Context: an optimization exercise on an open-source flow, tuned for small area. The choices shown serve that exercise and are no tape-out recipe. Only simulation tests tie the RTL to the original design; equivalence was not proved.

rev 12:
// tis_engine
module tis_engine (
    input  wire        clk,
    input  wire        rst,           
    input  wire        cfg_spi,       
    input  wire        ms_tick,       
    input  wire        cmd_valid,
    input  wire [31:0] cmd_word,
    output wire        busy,
    output wire        done,
    output reg  [3:0]  res_code,
    output reg  [2:0]  res_sub,
    output reg  [31:0] res_val,
    output wire        cmd_rd_en,
    output wire [23:0] cmd_rd_addr,
    input  wire [7:0]  cmd_rd_data,
    output wire        rsp_wr_en,
    output wire [23:0] rsp_wr_addr,
    output wire [7:0]  rsp_wr_data,
    output wire        bus_req,
    output wire        bus_rd,
    output wire        bus_last,
    output wire [7:0]  bus_wdata,
    input  wire        bus_ack,
    input  wire [7:0]  bus_rdata,
    input  wire        bus_err,
    input  wire [7:0]  bus_err_code,
    output wire        spi_lock,
    input  wire        spi_gnt,
    input  wire        irq
);
clock: 10.0 ns
lec_check: 0
cap_margin: 20
core_margin: 2
core_utilization: 65
place_density: 0.75
slew_margin: 20
standard.sh (not shown) runs the stock make flow with config.mk's settings and CLKGATE_MAP_FILE= SYNTH_SCRIPT=/design/flow/synth_recipe.tcl, a recipe that flattens the netlist after the stock synthesis.
==> flow/flow/run.sh <==
#!/bin/bash
# Layout flow: the standard synthesis, its combinational gates re-mapped for
# area (flip-flops kept as they are), then the standard layout with the
# smallest buffer on the ports.
set -euo pipefail
W=$PWD
R=$W/orfs/results/$FLOW_PLATFORM/tis_engine/base
L=$W/orfs/logs/$FLOW_PLATFORM/tis_engine/base
LIB=$FLOW_HOME/platforms/$FLOW_PLATFORM/lib/sky130_fd_sc_hd__tt_025C_1v80.lib

# 1. standard synthesis
bash standard.sh synth > $W/synth.log 2>&1
cp $R/1_2_yosys.v $W/std_synth.v

# 2. re-map the combinational gates
DU=$(grep -m1 '^abc -script' $L/1_2_yosys.log | grep -oE -- '-dont_use [^ ]+' | awk '{print $2}' | tr '\n' ' ')
ffs() { grep -oE 'sky130_fd_sc_hd__(df|edf|sdf|dl|sdl)[a-z0-9_]* +[^ ]+ *\(' "$1" | tr -s ' ' | sort; }
ok=0
# the deep ABC script first, the plain one if it fails
for s in deep area; do
  mkdir -p $W/resyn_$s
  if bash flow/resyn.sh $W/std_synth.v $W/resyn_$s/resyn.v $FLOW_TOP $LIB $W/flow/$s.abc $W/resyn_$s.log $DU > $W/resyn_${s}_run.log 2>&1 &&
     [[ -s $W/resyn_$s/resyn.v ]] && diff <(ffs $W/std_synth.v) <(ffs $W/resyn_$s/resyn.v) > $W/ff_diff_$s.log 2>&1; then
    cp $W/resyn_$s/resyn.v $W/resyn.v
    ok=$s
    break
  fi
done
echo "resynthesis used: $ok" | tee $W/resyn_used.log
if [[ $ok != 0 ]]; then
  cp $W/resyn.v $R/1_2_yosys.v
  touch $R/1_2_yosys.v
fi

# 3. standard layout
export BUFFER_PORTS_ARGS="-buffer_cell sky130_fd_sc_hd__buf_1"
export CTS_ARGS="-sink_clustering_enable -repair_clock_nets -buf_list sky130_fd_sc_hd__clkbuf_4 -root_buf sky130_fd_sc_hd__clkbuf_4 -dont_use_dummy_load"
bash standard.sh finish > $W/layout.log 2>&1
Other scripts of this flow, unchanged in this note and not shown: flow/flow/area.abc, flow/flow/deep.abc, flow/flow/resyn.sh
Relative to rev 12, the following input files were edited for rev 13:
-- flow/design.v --
<<< rev 12, line 35
                     P_I2CW = 3'd1,    
                     P_I2CR = 3'd2,    
                     P_HDR  = 3'd3,    
                     P_STALL = 3'd4,   
                     P_SPIW = 3'd5,    
                     P_SPIR = 3'd6;    
>>> rev 13, line 35
                     P_I2CW = 3'd1,    
                     P_I2CR = 3'd2,    
                     P_STALL = 3'd3,   
                     P_HDR  = 3'd4,    
                     P_SPIW = 3'd5,    
                     P_SPIR = 3'd6;    
<<< rev 12, line 54
                        (kind == 2'd0) ? (idx == 2'd0) : (idx == 2'd3);
    assign pidx = idx;
    wire   pay_w = (ph == P_SPIW) || (ph == P_I2CW);
    wire   pay_r = (ph == P_SPIR) || (ph == P_I2CR);
    assign bus_req  = (xs == X_BEAT);
    assign spi_lock = cfg_spi && (xs == X_LOCK || xs == X_PRE || xs == X_BEAT);
>>> rev 13, line 54
                        (kind == 2'd0) ? (idx == 2'd0) : (idx == 2'd3);
    assign pidx = idx;
    wire   pay_w = (ph[1:0] == 2'b01);
    wire   pay_r = (ph[1:0] == 2'b10);
    assign bus_req  = (xs == X_BEAT);
    assign spi_lock = cfg_spi && (xs == X_LOCK || xs == X_PRE || xs == X_BEAT);
<<< rev 12, line 64
    assign wr_pend = (xs == X_PRE || xs == X_BEAT) && pay_w;
    always @(*) begin
        bus_rd    = 1'b0;
        bus_last  = pend;
        bus_wdata = pbyte;
>>> rev 13, line 64
    assign wr_pend = (xs == X_PRE || xs == X_BEAT) && pay_w;
    always @(*) begin
        bus_rd    = ph[1];
        bus_last  = pend;
        bus_wdata = pbyte;
<<< rev 12, line 81
                bus_last = (idx[1:0] == 2'd3);
            end
            P_STALL: begin
                bus_rd   = 1'b1;
                bus_last = 1'b1;
            end
            P_I2CR, P_SPIR: bus_rd = 1'b1;
            default: ;
        endcase
>>> rev 13, line 81
                bus_last = (idx[1:0] == 2'd3);
            end
            P_STALL: bus_last = 1'b1;
            default: ;
        endcase
<<< rev 12, line 212
);
    localparam [4:0]
        S_IDLE   = 5'd0,  S_FIN    = 5'd1,
        S_RL_RD0 = 5'd2,  S_RL_WR  = 5'd3,  S_RL_RD  = 5'd4,  S_RL_SLP = 5'd5,
        S_PR_RD  = 5'd6,  S_WC_RD  = 5'd7,  S_WC_WR  = 5'd8,
        S_GB_RD  = 5'd9,  S_GB_SLP = 5'd10,
        S_WB_WR  = 5'd11, S_GO_WR  = 5'd12,
        S_RB_RD1 = 5'd13, S_RB_RD  = 5'd14, S_DRAIN  = 5'd15,
        S_CL_RD  = 5'd16, S_CL_WR  = 5'd17,
        S_REL_RD = 5'd18, S_REL_WR = 5'd19;
    localparam [1:0] K_ACCESS = 2'd0, K_STS = 2'd1, K_FIFO = 2'd2, K_DID = 2'd3;
    reg [4:0]  st;
>>> rev 13, line 208
);
    localparam [4:0]
        S_RL_RD0 = 5'b00_000, S_RL_RD  = 5'b00_001, S_REL_RD = 5'b00_010,
        S_RL_WR  = 5'b00_100, S_REL_WR = 5'b00_101,
        S_WC_RD  = 5'b01_000, S_GB_RD  = 5'b01_001, S_CL_RD  = 5'b01_010,
        S_WC_WR  = 5'b01_100, S_CL_WR  = 5'b01_101, S_GO_WR  = 5'b01_110,
        S_RB_RD1 = 5'b10_000, S_RB_RD  = 5'b10_001, S_WB_WR  = 5'b10_100,
        S_PR_RD  = 5'b11_000,
        S_DRAIN  = 5'b11_010,
        S_IDLE   = 5'b11_100, S_FIN    = 5'b11_101,
        S_RL_SLP = 5'b11_110, S_GB_SLP = 5'b11_111;
    localparam [1:0] K_ACCESS = 2'd0, K_STS = 2'd1, K_FIFO = 2'd2, K_DID = 2'd3;
    reg [4:0]  st;
<<< rev 12, line 232
    assign busy = (st != S_IDLE);
    assign done = (st == S_FIN);
    wire s_acc_rd = (st == S_RL_RD0) || (st == S_RL_RD) || (st == S_REL_RD);
    wire s_sts_rd = (st == S_WC_RD) || (st == S_GB_RD) || (st == S_CL_RD);
    wire s_40     = (st == S_WC_WR) || (st == S_CL_WR);
    wire s_20     = (st == S_REL_WR) || (st == S_GO_WR);
    wire s_fifo   = (st == S_WB_WR) || (st == S_RB_RD1) || (st == S_RB_RD);
    wire       x_wr    = (st == S_RL_WR) || s_40 || s_20 || (st == S_WB_WR);
    wire       x_go    = s_acc_rd || s_sts_rd || x_wr || s_fifo || (st == S_PR_RD);
    wire [1:0] x_kind  = {s_fifo || (st == S_PR_RD),
                          s_sts_rd || s_40 || (st == S_GO_WR) || (st == S_PR_RD)};
    wire [7:0] x_const = {1'b0, s_40, s_20, 3'b000, (st == S_RL_WR), 1'b0};
    wire       x_done, x_err, ev_err, rd_ack, wr_ack, wr_pend, t_sleep;
    wire [1:0] ev_ty;
>>> rev 13, line 229
    assign busy = (st != S_IDLE);
    assign done = (st == S_FIN);
    wire [1:0] x_kind  = st[4:3];
    wire       x_wr    = st[2];
    wire       x_go    = (st[4:3] != 2'd3) || (st[2:0] == 3'd0);
    wire       c_20    = st[3] ? st[1] : st[0];
    wire [7:0] x_const = {1'b0, st[3] & ~c_20, c_20, 3'b000, ~st[3] & ~c_20, 1'b0};
    wire       x_done, x_err, ev_err, rd_ack, wr_ack, wr_pend, t_sleep;
    wire [1:0] ev_ty;
Notes after the runs:
- Rev 13: routed wire length is 1.9% higher than what rev 12 reported.
- Of rev 12 and rev 13, the run reporting the lower global-route usage was rev 12.
- The run showing the smaller initial antenna violation count is rev 13.
- Rev 13 did not stop at any stage, and its layout met the timing, DRC and antenna checks.
- Taking rev 12 as the reference, in rev 13 sequential share of layout area barely changed, met2 track demand over resource in global routing climbed 5.1 points, worst setup margin climbed 0.26 ns.

[afterwards: timing with drivers on the ports]
How much do the figures lean on ideal ports? The routed layouts below were timed once more, with nothing changed but the port constraints.
Step 1 assumes that a clkbuf_16 drives the clock port and a buf_2 every other input.
Step 2, shift: input delay + t, output delay - t, t = (earliest + latest rising clock arrival at the registers) / 2. This alone moves slack from input paths to output paths.
Three values: no drivers, after step 1, after step 2; two values: the first two.
run | shift t [ns] | setup slack, ns | clock arrival spread, ns
rev 12 | 0.589 | 2.034 / 2.034 / 2.034 | 0.038 / 0.038
rev 13 | 0.580 | 2.298 / 2.298 / 2.298 | 0.054 / 0.055
After both steps setup and hold are still met in every run listed.
